Source: an optimization exercise on an open RTL-to-GDS flow (aim: small area, a short achievable clock period and few clock cycles). Production flows keep margins and buffers that such runs may drop. Function was checked by simulation only, so behaviour that the tests miss may differ from the original. Power figures rest on the tool's default switching activity, not on a simulated workload.

==> flow/design.v <==
module slang_core (
    input  wire        clk,
    input  wire        rst,           
    output reg         mem_req,
    output reg         mem_we,
    output reg         mem_ram,
    output reg  [11:0] mem_addr,
    output reg  [7:0]  mem_wdata,
    input  wire        mem_ack,
    input  wire [7:0]  mem_rdata,
    output reg         con_valid,
    output reg  [7:0]  con_data,
    output wire        halted,
    output wire        faulted,
    output wire [3:0]  fault_code,
    input  wire [3:0]  dbg_sel,
    output wire [63:0] dbg_data
);
    localparam [63:0] STACK_TOP = 64'h2FF8;
    localparam [3:0] R_ACC = 4'd0, R_IP = 4'd1, R_SP = 4'd2, R_FP = 4'd3,
                     R_FS  = 4'd4, R_AC = 4'd5;
    localparam [7:0] OP_NOP = 8'h00, OP_HLT = 8'h01, OP_MOV = 8'h02, OP_LOD = 8'h03,
                     OP_STR = 8'h04, OP_ADD = 8'h05, OP_SUB = 8'h06, OP_MUL = 8'h07,
                     OP_DIV = 8'h08, OP_INC = 8'h09, OP_DEC = 8'h0A, OP_AND = 8'h0B,
                     OP_OR  = 8'h0C, OP_XOR = 8'h0D, OP_NOT = 8'h0E, OP_SHL = 8'h0F,
                     OP_SHR = 8'h10, OP_JMP = 8'h11, OP_JEQ = 8'h12, OP_JNE = 8'h13,
                     OP_JGT = 8'h14, OP_JLT = 8'h15, OP_JGE = 8'h16, OP_JLE = 8'h17,
                     OP_JNZ = 8'h18, OP_JEZ = 8'h19, OP_PSH = 8'h1A, OP_POP = 8'h1B,
                     OP_DUP = 8'h1C, OP_SWP = 8'h1D, OP_CLR = 8'h1E, OP_CAL = 8'h1F,
                     OP_RET = 8'h20;
    localparam [3:0] M_NULL = 4'd0, M_RR = 4'd1, M_RM = 4'd2, M_IR = 4'd3,
                     M_IM   = 4'd4, M_MR = 4'd5, M_MM = 4'd6, M_LIT = 4'd7,
                     M_REG  = 4'd8, M_MEM = 4'd9;
    localparam [1:0] K_NONE = 2'd0, K_REG = 2'd1, K_IMM = 2'd2, K_ADR = 2'd3;
    localparam [3:0] F_DECODE = 4'd1, F_INVOP = 4'd2, F_UNKREG = 4'd3,
                     F_OOB    = 4'd4, F_UNMAPW = 4'd5, F_RDWO  = 4'd6,
                     F_DIV0   = 4'd7, F_SHIFT  = 4'd8, F_WROM  = 4'd9;
    localparam [3:0] S_OP = 4'd0, S_MODE = 4'd1, S_R1 = 4'd2, S_F1 = 4'd3,
                     S_R2 = 4'd4, S_F2 = 4'd5, S_RD = 4'd6, S_WR = 4'd7,
                     S_MUL = 4'd8, S_DIV = 4'd9, S_POPFS = 4'd10, S_RE1 = 4'd11,
                     S_RE2 = 4'd12, S_RE3 = 4'd13, S_HALT = 4'd14, S_FAULT = 4'd15;
    localparam [3:0] C_DONE = 4'd0, C_MOVR = 4'd1, C_MOVM = 4'd2, C_ALU = 4'd3,
                     C_INCM = 4'd4, C_PSH = 4'd5, C_POP = 4'd6, C_DUP1 = 4'd7,
                     C_DUP2 = 4'd8, C_SWP1 = 4'd9, C_SWP2 = 4'd10, C_SWP3 = 4'd11,
                     C_CAL = 4'd12, C_RET = 4'd13;
    localparam [3:0] Y_SUM = 4'd0, Y_AND = 4'd1, Y_OR = 4'd2, Y_XOR = 4'd3,
                     Y_SHL = 4'd4, Y_SHR = 4'd5, Y_NOTA = 4'd6, Y_PASSB = 4'd7,
                     Y_PASSA = 4'd8, Y_CSEL = 4'd9;
    reg [3:0]  st, cont, fcode;
    reg [63:0] acc, ip, sp, fp, fs;
    reg [63:0] gr5, gr6, gr7, gr8, gr9, gr10, gr11, gr12, gr13;
    reg [7:0]  opb;
    reg [3:0]  mode, r1, r2;
    reg        r1bad, r1ip;
    reg [63:0] F, T;
    reg [16:0] ar, a2;           
    reg [2:0]  ai;               
    reg [3:0]  cnt;
    reg [6:0]  dn;
    reg        dlead, first;
    function [1:0] first_kind(input [3:0] md);
        case (md)
            M_RR, M_RM, M_REG: first_kind = K_REG;
            M_IR, M_IM, M_LIT: first_kind = K_IMM;
            M_MR, M_MM, M_MEM: first_kind = K_ADR;
            default:           first_kind = K_NONE;
        endcase
    endfunction
    function [1:0] second_kind(input [3:0] md);
        case (md)
            M_RR, M_IR, M_MR: second_kind = K_REG;
            M_RM, M_IM, M_MM: second_kind = K_ADR;
            default:          second_kind = K_NONE;
        endcase
    endfunction
    function accepted(input [7:0] o, input [3:0] md);
        case (o)
            OP_NOP, OP_HLT, OP_DUP, OP_SWP, OP_CLR, OP_RET:
                accepted = (md == M_NULL);
            OP_MOV, OP_LOD, OP_STR:
                accepted = (md >= M_RR) && (md <= M_MM);
            OP_ADD, OP_SUB, OP_MUL, OP_DIV, OP_AND, OP_OR, OP_XOR, OP_SHL, OP_SHR:
                accepted = (md == M_RR) || (md == M_IR) || (md == M_MR);
            OP_INC, OP_DEC:
                accepted = (md == M_REG) || (md == M_MEM);
            OP_NOT:
                accepted = (md == M_REG);
            OP_JMP, OP_JEQ, OP_JNE, OP_JGT, OP_JLT, OP_JGE, OP_JLE, OP_JNZ, OP_JEZ,
            OP_PSH, OP_CAL:
                accepted = (md == M_LIT) || (md == M_REG);
            OP_POP:
                accepted = (md == M_NULL) || (md == M_REG);
            default:
                accepted = 1'b0;
        endcase
    endfunction
    function [16:0] desc(input [63:0] a);
        desc = {~|a[63:16], a[15:0]};
    endfunction
    wire fetch_st = (st == S_OP) || (st == S_MODE) || (st == S_R1) ||
                    (st == S_F1) || (st == S_R2) || (st == S_F2);
    wire is_wr    = (st == S_WR);
    wire is_rd    = fetch_st || (st == S_RD);
    wire acc_st   = is_rd || is_wr;
    wire len8     = (st == S_F1) || (st == S_F2) || (st == S_RD) || is_wr;
    wire [16:0] base = fetch_st ? desc(ip) : ar;
    wire        b_hz = base[16];
    wire [15:0] b_lo = base[15:0];
    wire d_con  = b_hz && (b_lo >= 16'hF000) && (b_lo <= 16'hF010);
    wire d_ram  = b_hz && (b_lo >= 16'h2000) && (b_lo <= 16'h3000);
    wire d_rom  = b_hz && (b_lo <= 16'h1000);
    wire d_mem  = d_ram || d_rom;
    wire mapped = d_mem || d_con;
    wire [12:0] o12   = {1'b0, b_lo[11:0]} + {10'd0, ai};
    wire [5:0]  ocon  = {1'b0, b_lo[4:0]} + {3'd0, ai};
    wire        oob   = d_con ? (ocon >= 6'd16) : (b_lo[12] || o12[12]);
    wire f_rdwo = d_con && !is_wr;
    wire f_oob  = mapped && oob;
    wire f_wrom = d_rom && is_wr;
    wire f_unm  = !mapped && is_wr;
    wire bfault = acc_st && (f_rdwo || f_oob || f_wrom || f_unm);
    wire [3:0] bfcode = f_rdwo ? F_RDWO : f_oob ? F_OOB : f_wrom ? F_WROM : F_UNMAPW;
    wire bok    = mapped && !f_rdwo && !oob && !f_wrom;
    wire step   = acc_st && !bfault && ((d_con || mem_ack) || !mapped);
    wire last   = !len8 || (ai == 3'd7) || !mapped;
    wire [7:0]  bv      = (d_mem && is_rd) ? mem_rdata : 8'd0;
    wire [63:0] F_sh    = {bv, F[63:8]};
    wire [63:0] rd_full = (acc_st && !mapped) ? 64'd0 : F_sh;
    always @* begin
        mem_req   = acc_st && bok && d_mem;
        mem_we    = is_wr;
        mem_ram   = d_ram;
        mem_addr  = o12[11:0];
        mem_wdata = F[7:0];
        con_valid = is_wr && bok && d_con;
        con_data  = F[7:0];
    end
    assign halted     = (st == S_HALT);
    assign faulted    = (st == S_FAULT);
    assign fault_code = faulted ? fcode : 4'd0;
    wire [3:0] cal_idx = (cnt == 4'd8) ? R_FS : (cnt + 4'd6);
    reg  [3:0] pidx_run;
    always @* begin
        case (st)
            S_R1, S_R2:          pidx_run = bv[3:0];
            S_WR:                pidx_run = (cont == C_CAL) ? cal_idx : R_FS;
            S_RD:                pidx_run = (cont == C_ALU) ? r2 : R_FS;
            S_RE2:               pidx_run = R_SP;
            S_MODE, S_RE1, S_RE3, S_POPFS: pidx_run = R_FS;
            default:             pidx_run = R_ACC;    
        endcase
    end
    wire [3:0] pidx = (halted || faulted) ? dbg_sel : pidx_run;
    reg [63:0] port;
    always @* begin
        case (pidx)
            4'd0:  port = acc;
            4'd1:  port = ip;
            4'd2:  port = sp;
            4'd3:  port = fp;
            4'd4:  port = fs;
            4'd5:  port = gr5;
            4'd6:  port = gr6;
            4'd7:  port = gr7;
            4'd8:  port = gr8;
            4'd9:  port = gr9;
            4'd10: port = gr10;
            4'd11: port = gr11;
            4'd12: port = gr12;
            4'd13: port = gr13;
            default: port = 64'd0;
        endcase
    end
    assign dbg_data = port;
    wire [63:0] ipn = ip + (len8 ? 64'd8 : 64'd1);
    wire        p_isip  = (st == S_R1 || st == S_R2) && (bv[3:0] == R_IP);
    wire [63:0] port_fx = p_isip ? ipn : port;
    wire        f_isip  = r1ip && (st == S_R2 || st == S_F2);
    wire [63:0] F_fx    = f_isip ? ipn : F;
    wire [63:0] s_val = (st == S_RD || st == S_F1) ? rd_full : F_fx;
    reg         sp_dn;
    wire [60:0] sp_x  = sp[63:3] ^ {61{sp_dn}};
    wire [60:0] sp_i  = sp_x + 61'd1;
    wire [63:0] sp_pm = {sp_i ^ {61{sp_dn}}, sp[2:0]};
    wire [3:0] mode_x = (st == S_MODE) ? M_NULL : mode;
    wire [1:0] k1x    = first_kind(mode_x);
    wire [1:0] k2x    = second_kind(mode_x);
    wire [1:0] k2     = second_kind(mode);
    wire       dec_bad = (opb > OP_RET) || (bv > 8'h09);
    wire x_ev = step && (((st == S_MODE) && (bv == 8'd0) && !dec_bad) ||
                         ((st == S_R1) && (k2 == K_NONE)) ||
                         ((st == S_F1) && last && (k2 == K_NONE)) ||
                         (st == S_R2) ||
                         ((st == S_F2) && last));
    wire r1bad_x = (st == S_R1) ? (bv > 8'd13) : r1bad;
    wire r2bad_x = bv > 8'd13;
    wire x_acc   = accepted(opb, mode_x);
    wire x_regok = !((k1x == K_REG) && r1bad_x) && !((k2x == K_REG) && r2bad_x);
    wire x_go    = x_ev && x_acc && x_regok;
    wire [16:0] a2x = !mapped ? 17'h10000 : {a2[16] && (bv == 8'd0), a2[15:0]};
    wire rd_last = (st == S_RD) && step && last;
    wire wr_last = (st == S_WR) && step && last;
    wire is_dy   = (opb == OP_ADD) || (opb == OP_SUB) || (opb == OP_AND) ||
                   (opb == OP_OR)  || (opb == OP_XOR) || (opb == OP_MUL) ||
                   (opb == OP_DIV) || (opb == OP_SHL) || (opb == OP_SHR);
    wire is_mov  = (opb == OP_MOV) || (opb == OP_LOD) || (opb == OP_STR);
    wire is_jmp  = (opb >= OP_JMP) && (opb <= OP_JEZ);
    wire alu_now = (x_go && is_dy && (mode_x != M_MR)) ||
                   (rd_last && (cont == C_ALU));
    reg        a_zero, a_ones, a_div;
    reg        b_t, b_acc, b_k;
    reg [63:0] b_const;
    reg        sub, cin;
    reg [3:0]  yop;
    reg        csel;
    wire [63:0] Tm    = first ? 64'd0 : T;
    wire [63:0] a_in  = a_zero ? 64'd0 : a_ones ? {64{1'b1}} :
                        a_div ? {Tm[62:0], acc[63]} : port_fx;
    wire [63:0] b_in  = b_k ? b_const : b_t ? T : b_acc ? acc : s_val;
    wire [64:0] sum   = {1'b0, a_in} + {1'b0, sub ? ~b_in : b_in} + {64'd0, sub | cin};
    reg [63:0] alu_y;
    always @* begin
        case (yop)
            Y_AND:   alu_y = a_in & b_in;
            Y_OR:    alu_y = a_in | b_in;
            Y_XOR:   alu_y = a_in ^ b_in;
            Y_SHL:   alu_y = a_in << b_in[5:0];
            Y_SHR:   alu_y = a_in >> b_in[5:0];
            Y_NOTA:  alu_y = ~a_in;
            Y_PASSB: alu_y = b_in;
            Y_PASSA: alu_y = a_in;
            Y_CSEL:  alu_y = csel ? sum[63:0] : a_in;
            default: alu_y = sum[63:0];
        endcase
    end
    wire [63:0] jv   = (st == S_F1) ? rd_full : port_fx;
    wire        j_eq = (acc == jv);
    wire        j_lt = (st == S_F1) ? !sum[64] : (sum[64] && !j_eq);
    wire        a_z  = (acc == 64'd0);
    reg         taken;
    always @* begin
        case (opb)
            OP_JMP:  taken = 1'b1;
            OP_JEQ:  taken = j_eq;
            OP_JNE:  taken = !j_eq;
            OP_JGT:  taken = !j_lt && !j_eq;
            OP_JLT:  taken = j_lt;
            OP_JGE:  taken = !j_lt;
            OP_JLE:  taken = j_lt || j_eq;
            OP_JNZ:  taken = !a_z;
            default: taken = a_z;
        endcase
    end
    wire [3:0] ret_dst = (cnt == 4'd0) ? R_FS : (cnt == 4'd9) ? R_IP : (4'd14 - cnt);
    wire       div_q   = Tm[63] | sum[64];
    wire       mul_end = (F[63:1] == 63'd0);
    wire       mul_skp = (F[7:0] == 8'd0);
    wire       div_skp = dlead && (acc[63:56] == 8'd0) && (dn[6:3] != 4'd7);
    reg [3:0]  st_n, cont_n, fc_n;
    reg        fault_n;
    reg        gw_en, gw_rd;
    reg [3:0]  gw_idx;
    reg        ip_n, ip_j, ip_t;                        
    reg        sp_pmld, sp_top, sp_sum;
    reg        fs_sum;
    reg        fp_sp, fp_sum;
    reg        acc_y, acc_dq, acc_d8;
    reg        F_sh_ld, F_sh1, F_port, F_ipn, F_y, F_T, F_fp, F_ac;
    reg        T_port, T_rd, T_y, T_sh1, T_sh8;
    reg        ar_f1, ar_a2x, ar_a2, ar_sp, ar_spm;
    reg        a2_ld;
    reg        cnt_clr, cnt_inc;
    reg        first_set, first_clr;
    reg        div_init;
    always @* begin
        st_n = st; cont_n = cont; fc_n = fcode; fault_n = 1'b0;
        gw_en = 1'b0; gw_rd = 1'b0; gw_idx = R_ACC;
        ip_n = 1'b0; ip_j = 1'b0; ip_t = 1'b0;
        sp_pmld = 1'b0; sp_top = 1'b0; sp_sum = 1'b0; sp_dn = 1'b0;
        fs_sum = 1'b0; fp_sp = 1'b0; fp_sum = 1'b0;
        acc_y = 1'b0; acc_dq = 1'b0; acc_d8 = 1'b0;
        F_sh_ld = 1'b0; F_sh1 = 1'b0; F_port = 1'b0; F_ipn = 1'b0; F_y = 1'b0;
        F_T = 1'b0; F_fp = 1'b0; F_ac = 1'b0;
        T_port = 1'b0; T_rd = 1'b0; T_y = 1'b0; T_sh1 = 1'b0; T_sh8 = 1'b0;
        ar_f1 = 1'b0; ar_a2x = 1'b0; ar_a2 = 1'b0; ar_sp = 1'b0; ar_spm = 1'b0;
        a2_ld = 1'b0; cnt_clr = 1'b0; cnt_inc = 1'b0;
        first_set = 1'b0; first_clr = 1'b0; div_init = 1'b0;
        a_zero = 1'b0; a_ones = 1'b0; a_div = 1'b0;
        b_t = 1'b0; b_acc = 1'b0; b_k = 1'b0; b_const = 64'd0;
        sub = 1'b0; cin = 1'b0; yop = Y_SUM; csel = 1'b0;
        case (opb)
            OP_SUB: begin sub = 1'b1; end
            OP_AND: yop = Y_AND;
            OP_OR:  yop = Y_OR;
            OP_XOR: yop = Y_XOR;
            OP_SHL: yop = Y_SHL;
            OP_SHR: yop = Y_SHR;
            OP_DIV: yop = Y_PASSA;
            OP_INC: begin b_k = 1'b1; cin = 1'b1; end
            OP_DEC: begin b_k = 1'b1; b_const = {64{1'b1}}; end
            OP_NOT: yop = Y_NOTA;
            default: ;
        endcase
        if (acc_st && bfault) begin
            fault_n = 1'b1; fc_n = bfcode;
        end else if (acc_st && step) begin
            if (len8 && st != S_F2) F_sh_ld = 1'b1;
            if (fetch_st && (st != S_F1 && st != S_F2 || last)) ip_n = 1'b1;
            case (st)
                S_OP:   st_n = S_MODE;
                S_MODE: begin
                    if (dec_bad) begin
                        fault_n = 1'b1; fc_n = F_DECODE;
                    end else begin
                        case (first_kind(bv[3:0]))
                            K_REG:   st_n = S_R1;
                            K_NONE:  ;
                            default: st_n = S_F1;
                        endcase
                    end
                end
                S_R1: begin
                    F_port = 1'b1;
                    case (k2)
                        K_REG:   st_n = S_R2;
                        K_NONE:  ;
                        default: st_n = S_F2;
                    endcase
                end
                S_F1: if (last) begin
                    ar_f1 = 1'b1;
                    case (k2)
                        K_REG:   st_n = S_R2;
                        K_NONE:  ;
                        default: st_n = S_F2;
                    endcase
                end
                S_RD: if (last) begin
                    case (cont)
                        C_MOVR: begin
                            gw_en = 1'b1; gw_rd = 1'b1; gw_idx = r2; st_n = S_OP;
                        end
                        C_MOVM: begin
                            ar_a2 = 1'b1; st_n = S_WR; cont_n = C_DONE;
                        end
                        C_ALU: st_n = S_OP;             
                        C_INCM: begin
                            b_k = 1'b0; a_zero = (opb == OP_INC); a_ones = (opb == OP_DEC);
                            cin = (opb == OP_INC); yop = Y_SUM;
                            F_y = 1'b1; st_n = S_WR; cont_n = C_DONE;
                        end
                        C_POP: begin
                            gw_en = 1'b1; gw_rd = 1'b1; gw_idx = r1;
                            if (r1 == R_FS) st_n = S_POPFS;
                            else begin
                                b_k = 1'b1; b_const = -64'd8; sub = 1'b0; cin = 1'b0; yop = Y_SUM;
                                fs_sum = 1'b1; st_n = S_OP;
                            end
                        end
                        C_DUP1: begin
                            sp_dn = 1'b1; ar_spm = 1'b1; st_n = S_WR; cont_n = C_DUP2;
                        end
                        C_SWP1: begin
                            T_rd = 1'b1; ar_spm = 1'b1; cont_n = C_SWP2;
                        end
                        C_SWP2: begin
                            ar_sp = 1'b1; st_n = S_WR; cont_n = C_SWP3;
                        end
                        default: begin        
                            gw_en = 1'b1; gw_rd = 1'b1; gw_idx = ret_dst;
                            if (cnt == 4'd9) begin
                                F_fp = 1'b1; st_n = S_RE1;
                            end else begin
                                sp_pmld = 1'b1; ar_spm = 1'b1; cnt_inc = 1'b1;
                            end
                        end
                    endcase
                end
                S_WR: if (last) begin
                    case (cont)
                        C_PSH: begin
                            sp_dn = 1'b1; sp_pmld = 1'b1;
                            b_k = 1'b1; b_const = 64'd8; sub = 1'b0; cin = 1'b0; yop = Y_SUM;
                            fs_sum = 1'b1; st_n = S_OP;
                        end
                        C_DUP2: begin
                            sp_dn = 1'b1; sp_pmld = 1'b1; st_n = S_OP;
                        end
                        C_SWP3: begin
                            F_T = 1'b1; ar_spm = 1'b1; cont_n = C_DONE;
                        end
                        C_CAL: begin
                            sp_dn = 1'b1; sp_pmld = 1'b1;
                            if (cnt == 4'd9) begin
                                a_zero = 1'b1; b_k = 1'b1; b_const = 64'd0; sub = 1'b0; cin = 1'b0;
                                yop = Y_SUM; fs_sum = 1'b1;
                                fp_sp = 1'b1; ip_t = 1'b1; st_n = S_OP;
                            end else begin
                                cnt_inc = 1'b1; F_port = 1'b1; ar_spm = 1'b1;
                            end
                        end
                        default: st_n = S_OP;
                    endcase
                end
                default: ;
            endcase
            if (x_ev) begin
                st_n = S_OP;
                if (!x_acc) begin
                    fault_n = 1'b1; fc_n = F_INVOP;
                end else if (!x_regok) begin
                    fault_n = 1'b1; fc_n = F_UNKREG;
                end else begin
                    case (opb)
                        OP_NOP: ;
                        OP_HLT: st_n = S_HALT;
                        OP_MOV, OP_LOD, OP_STR: begin
                            case (mode_x)
                                M_RR, M_IR: begin
                                    yop = Y_PASSB;
                                    gw_en = 1'b1; gw_idx = bv[3:0];
                                end
                                M_MR: begin st_n = S_RD; cont_n = C_MOVR; end
                                M_MM: begin a2_ld = 1'b1; st_n = S_RD; cont_n = C_MOVM; end
                                default: begin
                                    F_ipn = f_isip;
                                    ar_a2x = 1'b1; st_n = S_WR; cont_n = C_DONE;
                                end
                            endcase
                        end
                        OP_ADD, OP_SUB, OP_AND, OP_OR, OP_XOR, OP_MUL, OP_DIV,
                        OP_SHL, OP_SHR: begin
                            if (mode_x == M_MR) begin
                                st_n = S_RD; cont_n = C_ALU;
                            end
                        end
                        OP_INC, OP_DEC: begin
                            if (mode_x == M_MEM) begin
                                st_n = S_RD; cont_n = C_INCM;
                            end else begin
                                acc_y = 1'b1;
                            end
                        end
                        OP_NOT: acc_y = 1'b1;
                        OP_JMP, OP_JEQ, OP_JNE, OP_JGT, OP_JLT, OP_JGE, OP_JLE,
                        OP_JNZ, OP_JEZ: begin
                            sub = 1'b1; b_k = 1'b0;
                            b_acc = (st == S_R1);
                            if (taken) begin ip_n = 1'b0; ip_j = 1'b1; end
                        end
                        OP_PSH: begin
                            ar_sp = 1'b1; st_n = S_WR; cont_n = C_PSH;
                        end
                        OP_POP: begin
                            sp_pmld = 1'b1;
                            if (mode_x == M_REG) begin
                                ar_spm = 1'b1; st_n = S_RD; cont_n = C_POP;
                            end else begin
                                b_k = 1'b1; b_const = -64'd8; sub = 1'b0; cin = 1'b0;
                                yop = Y_SUM; fs_sum = 1'b1;
                            end
                        end
                        OP_DUP: begin ar_sp = 1'b1; st_n = S_RD; cont_n = C_DUP1; end
                        OP_SWP: begin ar_sp = 1'b1; st_n = S_RD; cont_n = C_SWP1; end
                        OP_CLR: sp_top = 1'b1;
                        OP_CAL: begin
                            if (st == S_F1) T_rd = 1'b1; else T_port = 1'b1;
                            F_ipn = 1'b1; ar_sp = 1'b1; cnt_clr = 1'b1;
                            st_n = S_WR; cont_n = C_CAL;
                        end
                        default: begin           
                            sp_pmld = 1'b1; ar_spm = 1'b1; cnt_clr = 1'b1;
                            st_n = S_RD; cont_n = C_RET;
                        end
                    endcase
                end
            end
            if (alu_now) begin
                case (opb)
                    OP_SHL, OP_SHR:
                        if (s_val[63:6] != 58'd0) begin
                            fault_n = 1'b1; fc_n = F_SHIFT;
                        end else acc_y = 1'b1;
                    OP_MUL: begin
                        F_ipn = f_isip; T_port = 1'b1; first_set = 1'b1;
                        st_n = S_MUL;
                    end
                    OP_DIV:
                        if (s_val == 64'd0) begin
                            fault_n = 1'b1; fc_n = F_DIV0;
                        end else begin
                            F_ipn = f_isip; acc_y = 1'b1; first_set = 1'b1; div_init = 1'b1;
                            st_n = S_DIV;
                        end
                    default: acc_y = 1'b1;
                endcase
            end
        end else begin
            case (st)
                S_MUL: begin
                    a_zero = first; b_k = 1'b0; b_t = 1'b1; sub = 1'b0; cin = 1'b0;
                    yop = Y_CSEL; csel = F[0];
                    acc_y = 1'b1; first_clr = 1'b1;
                    if (mul_end) st_n = S_OP;
                    else if (mul_skp) begin F_sh_ld = 1'b1; T_sh8 = 1'b1; end
                    else begin F_sh1 = 1'b1; T_sh1 = 1'b1; end
                end
                S_DIV: begin
                    if (div_skp) begin
                        acc_d8 = 1'b1;
                    end else begin
                        a_div = 1'b1; b_k = 1'b0; sub = 1'b1; cin = 1'b0;
                        yop = Y_CSEL; csel = div_q;
                        T_y = 1'b1; acc_dq = 1'b1; first_clr = 1'b1;
                        if (dn == 7'd63) st_n = S_OP;
                    end
                end
                S_POPFS: begin
                    b_k = 1'b1; b_const = -64'd8; sub = 1'b0; cin = 1'b0; yop = Y_SUM;
                    fs_sum = 1'b1; st_n = S_OP;
                end
                S_RE1: begin      
                    b_k = 1'b0; sub = 1'b0; cin = 1'b0; yop = Y_SUM;
                    fp_sum = 1'b1; F_ac = 1'b1; st_n = S_RE2;
                end
                S_RE2: begin      
                    b_k = 1'b0; sub = 1'b0; cin = 1'b0; yop = Y_SUM;
                    sp_sum = 1'b1; st_n = S_RE3;
                end
                S_RE3: begin      
                    b_k = 1'b0; sub = 1'b1; cin = 1'b0; yop = Y_SUM;
                    fs_sum = 1'b1; st_n = S_OP;
                end
                default: ;
            endcase
        end
        if (fault_n) st_n = S_FAULT;
    end
    wire [63:0] gw_val = gw_rd ? rd_full : alu_y;
    always @(posedge clk) begin
        if (rst) begin
            st    <= S_OP;
            fcode <= 4'd0;
            ai    <= 3'd0;
            cnt   <= 4'd0;
            r1ip  <= 1'b0;
            first <= 1'b0;
        end else begin
            st    <= st_n;
            cont  <= cont_n;
            fcode <= fc_n;
            if (acc_st && step) ai <= last ? 3'd0 : ai + 3'd1;
            begin
                if (acc_st && step && st == S_OP) opb <= bv;
                if (acc_st && step && st == S_MODE) begin
                    mode <= bv[3:0]; r1ip <= 1'b0; a2[16] <= 1'b1;
                end
                if (acc_st && step && st == S_R1) begin
                    r1 <= bv[3:0]; r1bad <= (bv > 8'd13); r1ip <= (bv[3:0] == R_IP);
                end
                if (acc_st && step && st == S_R2) r2 <= bv[3:0];
                if (acc_st && step && st == S_F2) begin
                    if (ai == 3'd0) a2[7:0]  <= bv;
                    if (ai == 3'd1) a2[15:8] <= bv;
                    if (ai[2:1] != 2'd0) a2[16] <= a2[16] && (bv == 8'd0);
                    if (last && !mapped) a2 <= 17'h10000;
                end
                if (a2_ld) a2 <= a2x;
                if (cnt_clr) cnt <= 4'd0;
                if (cnt_inc) cnt <= cnt + 4'd1;
                if (first_set) first <= 1'b1;
                if (first_clr) first <= 1'b0;
                if (div_init) begin dn <= 7'd0; dlead <= 1'b1; end
                if (st == S_DIV) begin
                    if (div_skp) dn <= dn + 7'd8;
                    else begin dn <= dn + 7'd1; dlead <= 1'b0; end
                end
                if (ar_f1)  ar <= desc(rd_full);
                if (ar_a2x) ar <= a2x;
                if (ar_a2)  ar <= a2;
                if (ar_sp)  ar <= desc(sp);
                if (ar_spm) ar <= desc(sp_pm);
            end
        end
    end
    always @(posedge clk) begin
        if (!rst) begin
            if (F_sh_ld || F_sh1 || F_port || F_ipn || F_y || F_T || F_fp || F_ac)
                F <= F_ipn  ? ipn :
                     F_port ? port_fx :
                     F_y    ? alu_y :
                     F_T    ? T :
                     F_fp   ? fp :
                     F_ac   ? {gr5[60:0], 3'b000} :
                     F_sh1  ? {1'b0, F[63:1]} :
                              rd_full;
            if (T_port || T_rd || T_y || T_sh1 || T_sh8)
                T <= T_port ? port_fx :
                     T_rd   ? rd_full :
                     T_y    ? alu_y :
                     T_sh1  ? {T[62:0], 1'b0} :
                              {T[55:0], 8'd0};
        end
    end
    always @(posedge clk) begin
        if (rst) begin
            acc <= 64'd0;
            ip  <= 64'd0;
            sp  <= STACK_TOP;
            fp  <= STACK_TOP;
            fs  <= 64'd0;
            gr5 <= 64'd0; gr6 <= 64'd0; gr7 <= 64'd0; gr8 <= 64'd0; gr9 <= 64'd0;
            gr10 <= 64'd0; gr11 <= 64'd0; gr12 <= 64'd0; gr13 <= 64'd0;
        end else begin
            if (gw_en && gw_idx == R_ACC)
                acc <= gw_val;
            else if (acc_y || acc_dq || acc_d8)
                acc <= acc_dq ? {acc[62:0], div_q} : acc_d8 ? {acc[55:0], 8'd0} : alu_y;
            if (gw_en && gw_idx == R_IP)
                ip <= gw_val;
            else if (ip_n || ip_j || ip_t)
                ip <= ip_j ? jv : ip_t ? T : ipn;
            if (gw_en && gw_idx == R_SP)
                sp <= gw_val;
            else if (sp_pmld || sp_top || sp_sum)
                sp <= sp_top ? STACK_TOP : sp_sum ? sum[63:0] : sp_pm;
            if (gw_en && gw_idx == R_FP)
                fp <= gw_val;
            else if (fp_sp || fp_sum)
                fp <= fp_sum ? sum[63:0] : sp_pm;
            if (gw_en && gw_idx == R_FS)
                fs <= gw_val;
            else if (fs_sum)
                fs <= sum[63:0];
            if (gw_en && gw_idx == 4'd5)  gr5  <= gw_val;
            if (gw_en && gw_idx == 4'd6)  gr6  <= gw_val;
            if (gw_en && gw_idx == 4'd7)  gr7  <= gw_val;
            if (gw_en && gw_idx == 4'd8)  gr8  <= gw_val;
            if (gw_en && gw_idx == 4'd9)  gr9  <= gw_val;
            if (gw_en && gw_idx == 4'd10) gr10 <= gw_val;
            if (gw_en && gw_idx == 4'd11) gr11 <= gw_val;
            if (gw_en && gw_idx == 4'd12) gr12 <= gw_val;
            if (gw_en && gw_idx == 4'd13) gr13 <= gw_val;
        end
    end
endmodule
==> flow/run.sh <==
#!/bin/bash
# synth_recipe.tcl (not shown) runs the flow's synth.tcl, then flattens the netlist and writes it again
# the make line also repeats each setting of config.mk as NAME=value (left out here)
make -C /OpenROAD-flow-scripts/flow DESIGN_CONFIG=/design/flow/config.mk WORK_HOME=/design/flow/orfs CLKGATE_MAP_FILE= SYNTH_SCRIPT=/design/flow/synth_recipe.tcl finish
==> flow/config.mk <==
export PLATFORM = sky130hd
export DESIGN_NAME = slang_core
export DESIGN_NICKNAME = slang_core
export VERILOG_FILES = /design/flow/design.v
export SDC_FILE = /design/flow/constraint.sdc
export NUM_CORES = 4
export LEC_CHECK = 0
export CAP_MARGIN = 20
export CELL_PAD_IN_SITES_DETAIL_PLACEMENT = 2
export CELL_PAD_IN_SITES_GLOBAL_PLACEMENT = 4
export CORE_MARGIN = 2
export CORE_UTILIZATION = 30
export PLACE_DENSITY = 0.5
export SLEW_MARGIN = 20
==> flow/constraint.sdc <==
create_clock -name core_clock -period 10.0 [get_ports {clk}]
set_input_delay 2.0000 -clock core_clock [delete_from_list [all_inputs] [get_ports {clk}]]
set_output_delay 2.0000 -clock core_clock [all_outputs]
set_load 0.01 [all_outputs]
==> flow_metrics.env <==
export IMPL_synth_seq_cells=1116
export IMPL_yosysMostFrequentCell="nor2_1"
export IMPL_synth_warnings=1
export IMPL_tool_error="[ERROR GRT-0232] Routing congestion too high. Check the congestion heatmap in the GUI."
export IMPL_place_congestion=1.312
export IMPL_status="aborted with a tool error"
export IMPL_portBuffers=116
export IMPL_clock_path_buffers=4
export IMPL_dp_slack_ns=-2.236
export IMPL_die_w_um=571.3
export IMPL_grt_overflow_total=2
export IMPL_synth_common_cells="1,666 x nor2_1, 1,337 x nand2_1, 1,104 x a21oi_1"
export IMPL_hpwl_um=807000
export IMPL_ys_seq_area_frac=0.2516
export IMPL_track_usage=0.6757
export IMPL_synth_top_cell_area_share=0.1910
export IMPL_initial_core_util=0.3011
export IMPL_syn_area_um2=96550
export IMPL_ys_flop_type="dfxtp_1"
export IMPL_grt_max_degree=133
export IMPL_htreeDepth=4
export IMPL_avgSynthCellArea_um2=7.157
export IMPL_cts_root_buf="clkbuf_16"
export IMPL_haltStage="5_1_grt"
export IMPL_synth_nets=13730
export IMPL_netlist_instances=13490
export IMPL_pin_count=117
export IMPL_dpl_instance_area_um2=126300
export IMPL_numPlacedInstances=19730
export IMPL_rows=208
export IMPL_numCtsBuffers=153
export IMPL_postCtsHoldBufs=0
export IMPL_yosys_area_top_type="dfxtp_1"
export IMPL_dieHeight_um=571.3
export IMPL_ys_async_sr_fraction=0
export IMPL_yosysUniqueCellTypes=121
export IMPL_clock_sinks=1116
export IMPL_ys_top_cells_by_area="dfxtp_1 19%, nor2_1 6.5%, edfxtp_1 6.1%"
export IMPL_synth_edf_count=195
==> stage by stage <==
step                      hold WS (ns)    util
after detailed placement        0.4535  0.3939
after floorplan                 0.4275       -
after CTS                       0.4616  0.4144
after global placement          0.4384  0.3937
==> power groups by stage <==
stage	Sequential [mW]	Clock, mW	Combinational (mW)
after floorplan	5.56	0	21.8
after global placement	6.20	0	64.4
after detailed placement	6.22	0	65.9
after CTS	6.13	5.92	67.4
==> worst max-delay path by stage <==
stage | endpoint | slack (ns) | depth (start not counted)
3_3_place_gp | gr13[63]$_SDFFE_PP0P_ | -2.26 | 42
2_1_floorplan | gr13[18]$_SDFFE_PP0P_ | -0.02 | 46
3_5_place_dp | fs[12]$_SDFFE_PP0P_ | -2.24 | 40
4_1_cts | fs[12]$_SDFFE_PP0P_ | -0.02 | 48
==> cell families after synthesis <==
group / synth area share
and+or+nand+nor: 0.2160
AOI/OAI and AO/OA: 0.3627
muxes: 0.04265
xor gates and xnor gates: 0.02930
buffers and inverters: 0.06840
DFF: 0.2516
adders and majority gates: 0.02939
==> layer usage <==
metal,global-route usage,GRT overflow
met5,0.2675,0
met4,0.6250,2
met3,0.5087,0
met2,0.8287,0
met1,0.7073,0
==> repair_timing <==
action,CTS
cloned,4
gates resized for setup,233
endpoints found under the setup margin,1024
buffers inserted,53
pin swaps,70
Testbench counts, summed over its fixed seeds: cycles 279,664.
